Source: an optimization exercise on an open RTL-to-GDS flow (aim: small area, a short achievable clock period and few clock cycles). Production flows keep margins and buffers that such runs may drop.
The RTL was checked by simulation tests, not by an equivalence proof against the original design.
Power figures rest on the tool's default switching activity, not on a simulated workload.

==> v9: inputs <==
Design pect, start of the top module:
module pect (
  input  wire        clk,
  input  wire        rst,
  input  wire [1:0]  edge_valid,
  input  wire [1:0]  edge_rise,
  input  wire [15:0] edge_ts0,
  input  wire [15:0] edge_ts1,
  input  wire        tick,
  input  wire        host_valid,
  input  wire        host_write,
  input  wire [8:0]  host_addr,
  input  wire [31:0] host_wdata,
  output wire        host_ready,
  output reg         host_done,
  output reg  [31:0] host_rdata,
  output wire [1:0]  arm_pol,
  output wire [1:0]  pwm_out
);
  localparam S_IDLE = 2'd0, S_EXEC = 2'd1, S_RDW = 2'd2;
  reg  [1:0]  state;
  reg         xcnt;         
  reg         illegal;
  reg         op_rch;       
  reg  [15:0] op_imm;       
  reg         op_ch;
  wire        acc      = host_valid && host_ready;
  wire [6:0]  widx     = host_addr[8:2];
  wire        a_ch0    = (widx[6:5] == 2'b01);
  wire        a_ch1    = (widx[6:5] == 2'b10);
  wire [4:0]  roff     = widx[4:0];
  function [7:0] dec;        
    input [31:0] w;
    reg r0, i0, ch;
    reg [3:0] op;
    begin
      op = w[31:28]; ch = w[27];
      r0 = (w[26:16] == 11'd0); i0 = (w[15:0] == 16'd0);
      dec[6] = op == 4'h0 && !ch && i0;
      dec[5] = op == 4'h3 && i0;
      dec[4] = op == 4'h9 && i0;
      dec[3] = op == 4'h4 && i0;
      dec[2] = op == 4'h5;
      dec[1] = op == 4'h6 && i0;
      dec[0] = op == 4'h7;
  ...
==> flow/config.mk <==
export PLATFORM = sky130hd
export DESIGN_NAME = pect
export DESIGN_NICKNAME = pect
export VERILOG_FILES = /design/flow/design.v
export SDC_FILE = /design/flow/constraint.sdc
export NUM_CORES = 4
export LEC_CHECK = 0
export ABC_CLOCK_PERIOD_IN_PS = 3500
export CAP_MARGIN = 30
export CORE_MARGIN = 2
export CORE_UTILIZATION = 40
export SLEW_MARGIN = 30
export SYNTH_MEMORY_MAX_BITS = 16384
==> flow/constraint.sdc <==
create_clock -name core_clock -period 18.0 [get_ports {clk}]
set_input_delay 3.6000 -clock core_clock [delete_from_list [all_inputs] [get_ports {clk}]]
set_output_delay 3.6000 -clock core_clock [all_outputs]
set_load 0.01 [all_outputs]
run.sh (not shown) runs the stock make flow with config.mk's settings and CLKGATE_MAP_FILE= SYNTH_SCRIPT=/design/flow/synth_recipe.tcl, a recipe that flattens the netlist after the stock synthesis.
==> inputs of v28, as changes to v9 <==
--- a/flow/design.v
+++ b/flow/design.v
@@ -759,12 +759,13 @@
       dec[0] = op == 4'h7;
       dec[7] = r0 && (dec[6:0] != 7'd0);
     end
   endfunction
   wire [7:0]  fd       = dec(host_wdata);
   wire        f_ch     = host_wdata[27];
+  wire        f_cmd    = acc && host_write && (widx == 7'd0) && fd[7];
   reg  [7:0]  sd;                    
   wire        s_ch     = op_ch;
   wire        s_on     = (state == S_EXEC);
   wire        s_cmd    = s_on;
   wire        ch_state  [0:1];
   wire        ch_primed [0:1];
@@ -822,39 +823,30 @@
   wire [18:0] msum  = ch_sum[msel];
   wire [36:0] mprod = msum[17:0] * 19'd52429 + {msum[18] ? 15'd13108 : 15'd0, 18'd0};
   wire [15:0] mq    = mprod[33:18];
   wire        rdy   [0:1];
   assign rdy[0] = rdy0;
   assign rdy[1] = rdy1;
-  wire        f_base = acc && host_write && (widx == 7'd0) && (host_wdata[26:0] == 27'd0);
-  wire [3:0]  f_op   = host_wdata[31:28];
-  wire        f_nop  = f_base && f_op == 4'h0 && !f_ch;
-  wire [1:0]  f_conv, f_push, f_split;
-  genvar fc;
-  generate
-    for (fc = 0; fc < 2; fc = fc + 1) begin : g_fast
-      wire on = f_base && (f_ch == fc);
-      wire r  = (fc == 0) ? rdy0 : rdy1;
-      wire s  = ch_settled[fc];
-      assign f_conv[fc]  = on && r && (f_op == 4'h3 || (f_op == 4'h9 && s));
-      assign f_push[fc]  = on && s && ((f_op == 4'h9 && r) || (f_op == 4'h4 && ch_aeq[fc]));
-      assign f_split[fc] = on && ((f_op == 4'h9 && r && s) || (f_op == 4'h6 && ch_pushed[fc]));
-    end
-  endgenerate
-  wire        f_go  = f_nop || (f_conv != 2'b00) || (f_push != 2'b00) || (f_split != 2'b00);
+  wire        f_ok  = fd[6] ||
+                      (fd[1] && ch_pushed[f_ch]) ||
+                      (fd[5] && rdy[f_ch]) ||
+                      (fd[4] && rdy[f_ch] && ch_settled[f_ch]) ||
+                      (fd[3] && ch_aeq[f_ch] && ch_settled[f_ch]);
+  wire        f_go  = f_cmd && f_ok;
   wire        s_ok  = !sd[7] || sd[6] || sd[0] ||
                       (sd[1] && xcnt && ch_settled[s_ch]) ||
                       (sd[5] && rdy[s_ch]) ||
                       (sd[4] && rdy[s_ch] && ch_settled[s_ch]) ||
                       ((sd[3] || sd[2]) && xcnt && ch_settled[s_ch]);
   wire        s_go  = s_cmd && s_ok;
   wire        s_fin = s_on && s_ok;
   wire        w_acc = acc && host_write;
   genvar c;
   generate
     for (c = 0; c < 2; c = c + 1) begin : g_ch
+      wire f_here = f_go && (f_ch == c);
       wire s_here = s_go && sd[7] && (s_ch == c);
       wire w_reg  = w_acc && (c == 0 ? a_ch0 : a_ch1);
       pect_channel u_ch (
         .clk          (clk),
         .rst          (rst),
         .edge_valid   (edge_valid[c]),
@@ -867,17 +859,17 @@
         .res_ang      (c == 0 ? cv_ang0 : cv_ang1),
         .mean_we      (ch_md[c] && (msel == c)),
         .mean_in      (mq),
         .cal_we       (w_reg && roff == 5'd6),
         .cal_wdata    (host_wdata),
         .diag_clr     (w_reg && roff == 5'd15),
-        .conv_ex      (f_conv[c] || (s_here && (sd[5] || sd[4]))),
-        .push_ex      (f_push[c] || (s_here && (sd[4] || sd[3] || sd[2]))),
+        .conv_ex      ((f_here && (fd[5] || fd[4])) || (s_here && (sd[5] || sd[4]))),
+        .push_ex      ((f_here && (fd[4] || fd[3])) || (s_here && (sd[4] || sd[3] || sd[2]))),
         .push_imm     (s_on && sd[2]),
         .push_ang     (s_on && sd[3]),
-        .split_ex     (f_split[c] || (s_here && (sd[4] || sd[1] || sd[0]))),
+        .split_ex     ((f_here && (fd[4] || fd[1])) || (s_here && (sd[4] || sd[1] || sd[0]))),
         .split_imm    (s_on && sd[0]),
         .imm          (op_imm),
         .xs_imm       (s_cmd && sd[2] && (s_ch == c)),
         .xs_ang       (s_cmd && sd[3] && (s_ch == c)),
         .xs_sum       (s_cmd && sd[1] && (s_ch == c)),
         .chg          (ch_chg[c]),
==> inputs of v6, as changes to v9 <==
--- a/flow/design.v
+++ b/flow/design.v
@@ -293,13 +293,15 @@
   wire        neg0, neg1, ovf0, ovf1, q160, q161, ws0, ws1;
   assign busy = {bz1, bz0};
   reg  [2:0] mo0, mo1;
   wire need_m0 = |mo0;
   wire need_m1 = |mo1;
   reg  need_t0, need_t1, need_i0, need_i1;
+  wire gm = !need_m0;                   
   wire gt = !need_t0;                   
+  wire gi = !need_i0;                   
   wire run0 = bz0;
   wire run1 = bz1 && !(need_m1 && need_m0) && !(need_t1 && need_t0) && !(need_i1 && need_i0);
   function [2:0] mo_next;
     input       st, rn;
     input [3:0] p;
     input [2:0] cur;
@@ -309,78 +311,88 @@
       else if (rn)
         mo_next = (p == 4'd2) ? 3'b010 : (p == 4'd3) ? 3'b100 : 3'b000;
       else
         mo_next = cur;
     end
   endfunction
-  wire [2:0]  mo0_d = mo_next(start[0], run0, ph0, mo0);
-  wire [2:0]  mo1_d = mo_next(start[1], run1, ph1, mo1);
   always @(posedge clk) begin
     if (rst) begin
       mo0 <= 3'b000;
       mo1 <= 3'b000;
       need_t0 <= 1'b0;
       need_t1 <= 1'b0;
       need_i0 <= 1'b0;
       need_i1 <= 1'b0;
     end else begin
-      mo0 <= mo0_d;
-      mo1 <= mo1_d;
+      mo0 <= mo_next(start[0], run0, ph0, mo0);
+      mo1 <= mo_next(start[1], run1, ph1, mo1);
       need_t0 <= !start[0] && (run0 ? ph0 == 4'd7 : need_t0);
       need_t1 <= !start[1] && (run1 ? ph1 == 4'd7 : need_t1);
       need_i0 <= !start[0] && (run0 ? ph0 == 4'd9 : need_i0);
       need_i1 <= !start[1] && (run1 ? ph1 == 4'd9 : need_i1);
     end
   end
-  reg  [2:0]  ms0, ms1;
-  wire [16:0] ma = ({17{ms0[0]}} & nn0) | ({17{ms0[1]}} & acc0[33:17]) | ({17{ms0[2]}} & acc0[16:0]) |
-                   ({17{ms1[0]}} & nn1) | ({17{ms1[1]}} & acc1[33:17]) | ({17{ms1[2]}} & acc1[16:0]);
-  wire [15:0] mb = ({16{ms0[0]}} & off0) | ({16{ms0[1] | ms0[2]}} & sc0) |
-                   ({16{ms1[0]}} & off1) | ({16{ms1[1] | ms1[2]}} & sc1);
+  wire [2:0]  mop  = gm ? mo1 : mo0;
+  wire [16:0] mnn  = gm ? nn1 : nn0;
+  wire [49:0] macc = gm ? acc1 : acc0;
+  wire [15:0] moff = gm ? off1 : off0;
+  wire [15:0] msc  = gm ? sc1 : sc0;
+  reg  [16:0] ma;
+  reg  [15:0] mb;
+  always @* begin
+    if (mop[0]) begin           
+      ma = mnn;
+      mb = moff;
+    end else if (mop[1]) begin  
+      ma = macc[33:17];
+      mb = msc;
+    end else begin              
+      ma = macc[16:0];
+      mb = msc;
+    end
+  end
   wire [24:0] mpl = ma * mb[7:0];
   wire [24:0] mph = ma * mb[15:8];
   reg  [24:0] rpl, rph;
-  reg  [2:0]  rs0, rs1;      
+  reg  [2:0]  rop;
+  reg         rctx;
   always @(posedge clk) begin
-    if (rst) begin
-      rs0 <= 3'b000;
-      rs1 <= 3'b000;
-      ms0 <= 3'b000;
-      ms1 <= 3'b000;
-    end else begin
-      rs0 <= ms0;
-      rs1 <= ms1;
-      ms0 <= mo0_d;
-      ms1 <= (mo0_d != 3'b000) ? 3'b000 : mo1_d;
-    end
+    if (rst)
+      rop <= 3'b000;
+    else
+      rop <= (need_m0 || need_m1) ? mop : 3'b000;
     rpl  <= mpl;
     rph  <= mph;
+    rctx <= gm;
   end
-  wire [49:0] madd  = ({50{rs0[0]}} & -{18'd0, h0, 16'd0}) | ({50{rs1[0]}} & -{18'd0, h1, 16'd0}) |
-                      ({50{rs0[2]}} & {acc0[49:17], 17'd0}) | ({50{rs1[2]}} & {acc1[49:17], 17'd0});
-  wire [15:0] msadd = ({16{rs0[2] & ws0}} & sc0) | ({16{rs1[2] & ws1}} & sc1);
-  wire [49:0] mout  = {25'd0, rpl} + {17'd0, rph, 8'd0} + madd + {34'd0, msadd};
+  wire [15:0] mh2   = rctx ? h1 : h0;
+  wire [15:0] msc2  = rctx ? sc1 : sc0;
+  wire        mws2  = rctx ? ws1 : ws0;
+  wire [49:0] macc2 = rctx ? acc1 : acc0;
+  wire [49:0] madd  = rop[0] ? -{18'd0, mh2, 16'd0} :
+                      rop[2] ? {macc2[49:17], 17'd0} : 50'd0;
+  wire [49:0] mout  = {25'd0, rpl} + {17'd0, rph, 8'd0} + madd +
+                      {34'd0, (rop[2] && mws2) ? msc2 : 16'd0};
   wire        wsgn  = mout[34];                     
   wire [33:0] wv    = mout[33:0] ^ {34{wsgn}};
-  wire [1:0]  m2w   = {rs1[0], rs0[0]};
-  wire [1:0]  m2t   = {rs1[1], rs0[1]};
-  wire [1:0]  m2p   = {rs1[2], rs0[2]};
+  wire [1:0]  m2w   = rop[0] ? {rctx, !rctx} : 2'b00;
+  wire [1:0]  m2t   = rop[1] ? {rctx, !rctx} : 2'b00;
+  wire [1:0]  m2p   = rop[2] ? {rctx, !rctx} : 2'b00;
   wire [15:0] tdq  = gt ? dq1 : dq0;        
   wire        tbig = gt ? ovf1 : ovf0;      
   wire        tk16 = gt ? q161 : q160;      
   wire [8:0]  tk   = tk16 ? 9'd256 : {1'b0, tdq[7:0]};
   wire        tneg = gt ? neg1 : neg0;
   wire [14:0] tt;
   wire [10:0] td;
   pect_asin u_asin (.k(tk), .t(tt), .d(td));
   wire [15:0] tts  = tneg ? -{1'b0, tt} : {1'b0, tt};
   wire [11:0] tds  = tneg ? -{1'b0, td} : {1'b0, td};
   wire [49:0] tab  = {tbig, tneg, 4'd0, tts, tds, 16'd0};
-  wire        is1  = need_i1 && !need_i0;
-  wire [49:0] iacc = ({50{need_i0}} & acc0) | ({50{is1}} & acc1);
-  wire [15:0] idq  = ({16{need_i0}} & dq0) | ({16{is1}} & dq1);    
+  wire [49:0] iacc = gi ? acc1 : acc0;
+  wire [15:0] idq  = gi ? dq1 : dq0;        
   wire signed [24:0] iz = $signed({iacc[43:28], 8'd0}) + $signed(iacc[27:16]) * $signed({1'b0, idq[7:0]}) +
                           $signed({17'd0, {8{iacc[48]}}});
   wire [15:0] ang  = iz[23:8];
   wire        iclamp = iacc[49];
   wire fref0, fok0, fref1, fok1;
   pect_ctx u_c0 (
@@ -440,13 +452,12 @@
   output reg         q16,       
   output wire        fin_ref,
   output wire        fin_ok
 );
   reg  [16:0] rem;
   reg  [18:0] n3;
-  reg  [16:0] nd;            
   assign nn      = n;
   assign fin_ref = run && !start && ph == 4'd1 && nn == 17'd0;
   assign fin_ok  = run && !start && ph == 4'd10;
   function [18:0] dig;      
     input [16:0] r;
     input [1:0]  b;
@@ -463,26 +474,25 @@
       else if (!s2[19]) dig = {2'd2, s2[16:0]};
       else if (!s1[19]) dig = {2'd1, s1[16:0]};
       else              dig = {2'd0, x[16:0]};
     end
   endfunction
   wire [25:0] r0    = acc[49:24];
-  wire        ge    = r0 >= {9'd0, nd};
-  wire [25:0] rd    = r0 - {9'd0, nd};
-  wire        gt_   = (rd[25:1] != 25'd0) || ({rd[0], acc[23:8]} >= nd);
-  wire [18:0] g1    = dig(rem, dq[15:14], nd, n3);
-  wire [18:0] g2    = dig(g1[16:0], dq[13:12], nd, n3);
+  wire        ge    = r0 >= {9'd0, nn};
+  wire [25:0] rd    = r0 - {9'd0, nn};
+  wire        gt_   = (rd[25:1] != 25'd0) || ({rd[0], acc[23:8]} >= nn);
+  wire [18:0] g1    = dig(rem, dq[15:14], nn, n3);
+  wire [18:0] g2    = dig(g1[16:0], dq[13:12], nn, n3);
   always @(posedge clk) begin
     if (rst) begin
       bz  <= 1'b0;
       ph  <= 4'd0;
       acc <= 50'd0;
       rem <= 17'd0;
       dq  <= 16'd0;
       n3  <= 19'd0;
-      nd  <= 17'd0;
       neg <= 1'b0;
       ws  <= 1'b0;
       ovf <= 1'b0;
       q16 <= 1'b0;
     end else begin
       if (m2w) begin
@@ -502,13 +512,12 @@
         ph <= 4'd1;
       end else if (run) begin
         ph <= ph + 4'd1;
         case (ph)
           4'd1: begin
             n3 <= {2'b0, nn} + {1'b0, nn, 1'b0};
-            nd <= nn;
             if (nn == 17'd0)
               bz <= 1'b0;
           end
           4'd6, 4'd7, 4'd8, 4'd9: begin
             if (ph == 4'd6) begin
               q16 <= ge;
@@ -759,12 +768,13 @@
       dec[0] = op == 4'h7;
       dec[7] = r0 && (dec[6:0] != 7'd0);
     end
   endfunction
   wire [7:0]  fd       = dec(host_wdata);
   wire        f_ch     = host_wdata[27];
+  wire        f_cmd    = acc && host_write && (widx == 7'd0) && fd[7];
   reg  [7:0]  sd;                    
   wire        s_ch     = op_ch;
   wire        s_on     = (state == S_EXEC);
   wire        s_cmd    = s_on;
   wire        ch_state  [0:1];
   wire        ch_primed [0:1];
@@ -822,39 +832,30 @@
   wire [18:0] msum  = ch_sum[msel];
   wire [36:0] mprod = msum[17:0] * 19'd52429 + {msum[18] ? 15'd13108 : 15'd0, 18'd0};
   wire [15:0] mq    = mprod[33:18];
   wire        rdy   [0:1];
   assign rdy[0] = rdy0;
   assign rdy[1] = rdy1;
-  wire        f_base = acc && host_write && (widx == 7'd0) && (host_wdata[26:0] == 27'd0);
-  wire [3:0]  f_op   = host_wdata[31:28];
-  wire        f_nop  = f_base && f_op == 4'h0 && !f_ch;
-  wire [1:0]  f_conv, f_push, f_split;
-  genvar fc;
-  generate
-    for (fc = 0; fc < 2; fc = fc + 1) begin : g_fast
-      wire on = f_base && (f_ch == fc);
-      wire r  = (fc == 0) ? rdy0 : rdy1;
-      wire s  = ch_settled[fc];
-      assign f_conv[fc]  = on && r && (f_op == 4'h3 || (f_op == 4'h9 && s));
-      assign f_push[fc]  = on && s && ((f_op == 4'h9 && r) || (f_op == 4'h4 && ch_aeq[fc]));
-      assign f_split[fc] = on && ((f_op == 4'h9 && r && s) || (f_op == 4'h6 && ch_pushed[fc]));
-    end
-  endgenerate
-  wire        f_go  = f_nop || (f_conv != 2'b00) || (f_push != 2'b00) || (f_split != 2'b00);
+  wire        f_ok  = fd[6] ||
+                      (fd[1] && ch_pushed[f_ch]) ||
+                      (fd[5] && rdy[f_ch]) ||
+                      (fd[4] && rdy[f_ch] && ch_settled[f_ch]) ||
+                      (fd[3] && ch_aeq[f_ch] && ch_settled[f_ch]);
+  wire        f_go  = f_cmd && f_ok;
   wire        s_ok  = !sd[7] || sd[6] || sd[0] ||
                       (sd[1] && xcnt && ch_settled[s_ch]) ||
                       (sd[5] && rdy[s_ch]) ||
                       (sd[4] && rdy[s_ch] && ch_settled[s_ch]) ||
                       ((sd[3] || sd[2]) && xcnt && ch_settled[s_ch]);
   wire        s_go  = s_cmd && s_ok;
   wire        s_fin = s_on && s_ok;
   wire        w_acc = acc && host_write;
   genvar c;
   generate
     for (c = 0; c < 2; c = c + 1) begin : g_ch
+      wire f_here = f_go && (f_ch == c);
       wire s_here = s_go && sd[7] && (s_ch == c);
       wire w_reg  = w_acc && (c == 0 ? a_ch0 : a_ch1);
       pect_channel u_ch (
         .clk          (clk),
         .rst          (rst),
         .edge_valid   (edge_valid[c]),
@@ -867,17 +868,17 @@
         .res_ang      (c == 0 ? cv_ang0 : cv_ang1),
         .mean_we      (ch_md[c] && (msel == c)),
         .mean_in      (mq),
         .cal_we       (w_reg && roff == 5'd6),
         .cal_wdata    (host_wdata),
         .diag_clr     (w_reg && roff == 5'd15),
-        .conv_ex      (f_conv[c] || (s_here && (sd[5] || sd[4]))),
-        .push_ex      (f_push[c] || (s_here && (sd[4] || sd[3] || sd[2]))),
+        .conv_ex      ((f_here && (fd[5] || fd[4])) || (s_here && (sd[5] || sd[4]))),
+        .push_ex      ((f_here && (fd[4] || fd[3])) || (s_here && (sd[4] || sd[3] || sd[2]))),
         .push_imm     (s_on && sd[2]),
         .push_ang     (s_on && sd[3]),
-        .split_ex     (f_split[c] || (s_here && (sd[4] || sd[1] || sd[0]))),
+        .split_ex     ((f_here && (fd[4] || fd[1])) || (s_here && (sd[4] || sd[1] || sd[0]))),
         .split_imm    (s_on && sd[0]),
         .imm          (op_imm),
         .xs_imm       (s_cmd && sd[2] && (s_ch == c)),
         .xs_ang       (s_cmd && sd[3] && (s_ch == c)),
         .xs_sum       (s_cmd && sd[1] && (s_ch == c)),
         .chg          (ch_chg[c]),
==> inputs of v37, as changes to v9 <==
--- a/flow/design.v
+++ b/flow/design.v
@@ -329,18 +329,21 @@
       need_t1 <= !start[1] && (run1 ? ph1 == 4'd7 : need_t1);
       need_i0 <= !start[0] && (run0 ? ph0 == 4'd9 : need_i0);
       need_i1 <= !start[1] && (run1 ? ph1 == 4'd9 : need_i1);
     end
   end
   reg  [2:0]  ms0, ms1;
-  wire [16:0] ma = ({17{ms0[0]}} & nn0) | ({17{ms0[1]}} & acc0[33:17]) | ({17{ms0[2]}} & acc0[16:0]) |
-                   ({17{ms1[0]}} & nn1) | ({17{ms1[1]}} & acc1[33:17]) | ({17{ms1[2]}} & acc1[16:0]);
+  wire [33:0] v0 = acc0[33:0] ^ {34{ws0}};
+  wire [33:0] v1 = acc1[33:0] ^ {34{ws1}};
+  wire [16:0] ma = ({17{ms0[0]}} & nn0) | ({17{ms0[1]}} & v0[33:17]) | ({17{ms0[2]}} & v0[16:0]) |
+                   ({17{ms1[0]}} & nn1) | ({17{ms1[1]}} & v1[33:17]) | ({17{ms1[2]}} & v1[16:0]);
   wire [15:0] mb = ({16{ms0[0]}} & off0) | ({16{ms0[1] | ms0[2]}} & sc0) |
                    ({16{ms1[0]}} & off1) | ({16{ms1[1] | ms1[2]}} & sc1);
-  wire [24:0] mpl = ma * mb[7:0];
-  wire [24:0] mph = ma * mb[15:8];
+  wire        mws = (ms0[2] && ws0) || (ms1[2] && ws1);
+  wire [24:0] mpl = ma * mb[7:0] + (mws ? {17'd0, mb[7:0]} : 25'd0);
+  wire [24:0] mph = ma * mb[15:8] + (mws ? {17'd0, mb[15:8]} : 25'd0);
   reg  [24:0] rpl, rph;
   reg  [2:0]  rs0, rs1;      
   always @(posedge clk) begin
     if (rst) begin
       rs0 <= 3'b000;
       rs1 <= 3'b000;
@@ -354,16 +357,15 @@
     end
     rpl  <= mpl;
     rph  <= mph;
   end
   wire [49:0] madd  = ({50{rs0[0]}} & -{18'd0, h0, 16'd0}) | ({50{rs1[0]}} & -{18'd0, h1, 16'd0}) |
                       ({50{rs0[2]}} & {acc0[49:17], 17'd0}) | ({50{rs1[2]}} & {acc1[49:17], 17'd0});
-  wire [15:0] msadd = ({16{rs0[2] & ws0}} & sc0) | ({16{rs1[2] & ws1}} & sc1);
-  wire [49:0] mout  = {25'd0, rpl} + {17'd0, rph, 8'd0} + madd + {34'd0, msadd};
+  wire [49:0] mout  = {25'd0, rpl} + {17'd0, rph, 8'd0} + madd;
   wire        wsgn  = mout[34];                     
-  wire [33:0] wv    = mout[33:0] ^ {34{wsgn}};
+  wire [33:0] wv    = mout[33:0];
   wire [1:0]  m2w   = {rs1[0], rs0[0]};
   wire [1:0]  m2t   = {rs1[1], rs0[1]};
   wire [1:0]  m2p   = {rs1[2], rs0[2]};
   wire [15:0] tdq  = gt ? dq1 : dq0;        
   wire        tbig = gt ? ovf1 : ovf0;      
   wire        tk16 = gt ? q161 : q160;      
==> qor.txt <==
Multi-In Gates -> 10500
DRT iter0 DRCs -> 13400
Inverters -> 1162
Clock Skew -> 0.0455 ns
Post-Layout Cell Count -> 17000
final wirelength -> 479 mm
outcome -> no timing/DRC/antenna violations
Crit Path Max Fanout -> 17
Compound-Gate Fraction of Synth Area -> 0.246
Synth Area in XOR/XNOR -> 0.0483
CP Data Arrival Time -> 8.76 ns
initial antenna violation count -> 36
most used cell, CP -> a21oi_1
post-synthesis mux area share -> 0.0195
sequential share of the synthesized area -> 0.204
Layout fillers -> 26800
worst reg2reg path depth -> 23
-- figures above: v28

==> qor.txt <==
combinational fraction of design power -> 0.094
Crit Path Max Fanout -> 26
outcome -> no timing/DRC/antenna violations
CTS tree -> done
final wirelength -> 477 mm
Synth Area in XOR/XNOR -> 0.0494
CP Data Arrival Time -> 9.96 ns
total grt overflow -> 0
Layout fillers -> 26100
Post-Layout Cell Count -> 16700
Compound-Gate Fraction of Synth Area -> 0.230
post-synthesis mux area share -> 0.0246
post-synthesis cell count -> 13300
htree depth -> 4
Clock Skew -> 0.0595 ns
initial antenna violation count -> 37
sequential share of the synthesized area -> 0.207
Multi-In Gates -> 10400
-- figures above: v9

==> qor.txt <==
outcome -> no timing/DRC/antenna violations
Layout fillers -> 26800
Synth Area in XOR/XNOR -> 0.0453
final wirelength -> 471 mm
most used cell, CP -> nand2_1
Multi-In Gates -> 10500
Post-Layout Cell Count -> 17000
DRT iter0 DRCs -> 14100
Crit Path Max Fanout -> 21
CP Data Arrival Time -> 9.27 ns
Compound-Gate Fraction of Synth Area -> 0.229
Synth top cells by count -> nand2_1, inv_1, a21oi_1
initial antenna violation count -> 38
worst reg2reg path depth -> 24
Inverters -> 1221
post-synthesis mux area share -> 0.0329
Clock Skew -> 0.0777 ns
Reg clk slew, reported paths -> 0.06 ns
-- figures above: v37

==> qor.txt <==
outcome -> no timing/DRC/antenna violations
Compound-Gate Fraction of Synth Area -> 0.228
sequential share of the synthesized area -> 0.200
Post-Synth Simple-Gate Area -> 0.194
Layout fillers -> 26300
CP Data Arrival Time -> 8.89 ns
Crit Path Max Fanout -> 39
RSZ-0062 raised after global routing -> no
Multi-In Gates -> 10500
switching power -> 1.90 mW
met2 Usage GRT -> 0.524
final wirelength -> 489 mm
Clock group -> 2.73 mW
Die Wd -> 513 um
worst reg2reg path depth -> 26
initial antenna violation count -> 64
largest area contributor in the netlist -> dfxtp_1
Post-Layout Cell Count -> 16700
Clock Skew -> 0.0887 ns
Inverters -> 1102
-- figures above: v6

Testbench counts of v9, summed over its fixed seeds: cycles 11,978.
Testbench counts of v28, summed over its fixed seeds: cycles 11,978.
Testbench counts of v6, summed over its fixed seeds: cycles 11,978.
Testbench counts of v37, summed over its fixed seeds: cycles 11,978.

## separate check: timing with driven ports
No port has a modelled driver above. Below, the same layouts with a new extraction and two added sets of constraints. Step 1, drivers: a clkbuf_16 drives clk and a buf_2 each remaining input, both assumed. Step 2, shift: input delay + t, output delay - t, t = (earliest + latest rising clock arrival at the registers) / 2. This alone moves slack from input paths to output paths. a / b / c = ideal ports / drivers / drivers and shift; a / b = the first two.
run	t (ns)	setup WS [ns]	worst register clock-pin slew, ns
v9	0.922	8.775 / 8.775 / 8.775	0.07 / 0.07
v28	0.942	9.937 / 9.937 / 9.201	0.07 / 0.07
v6	0.927	9.790 / 9.790 / 9.168	0.09 / 0.09
v37	0.911	9.455 / 9.455 / 9.455	0.07 / 0.07
After both steps setup and hold are still met in every run listed. For v28, which loses most, drivers alone change the setup slack by 0.000 ns; drivers and shift together by -0.736 ns.
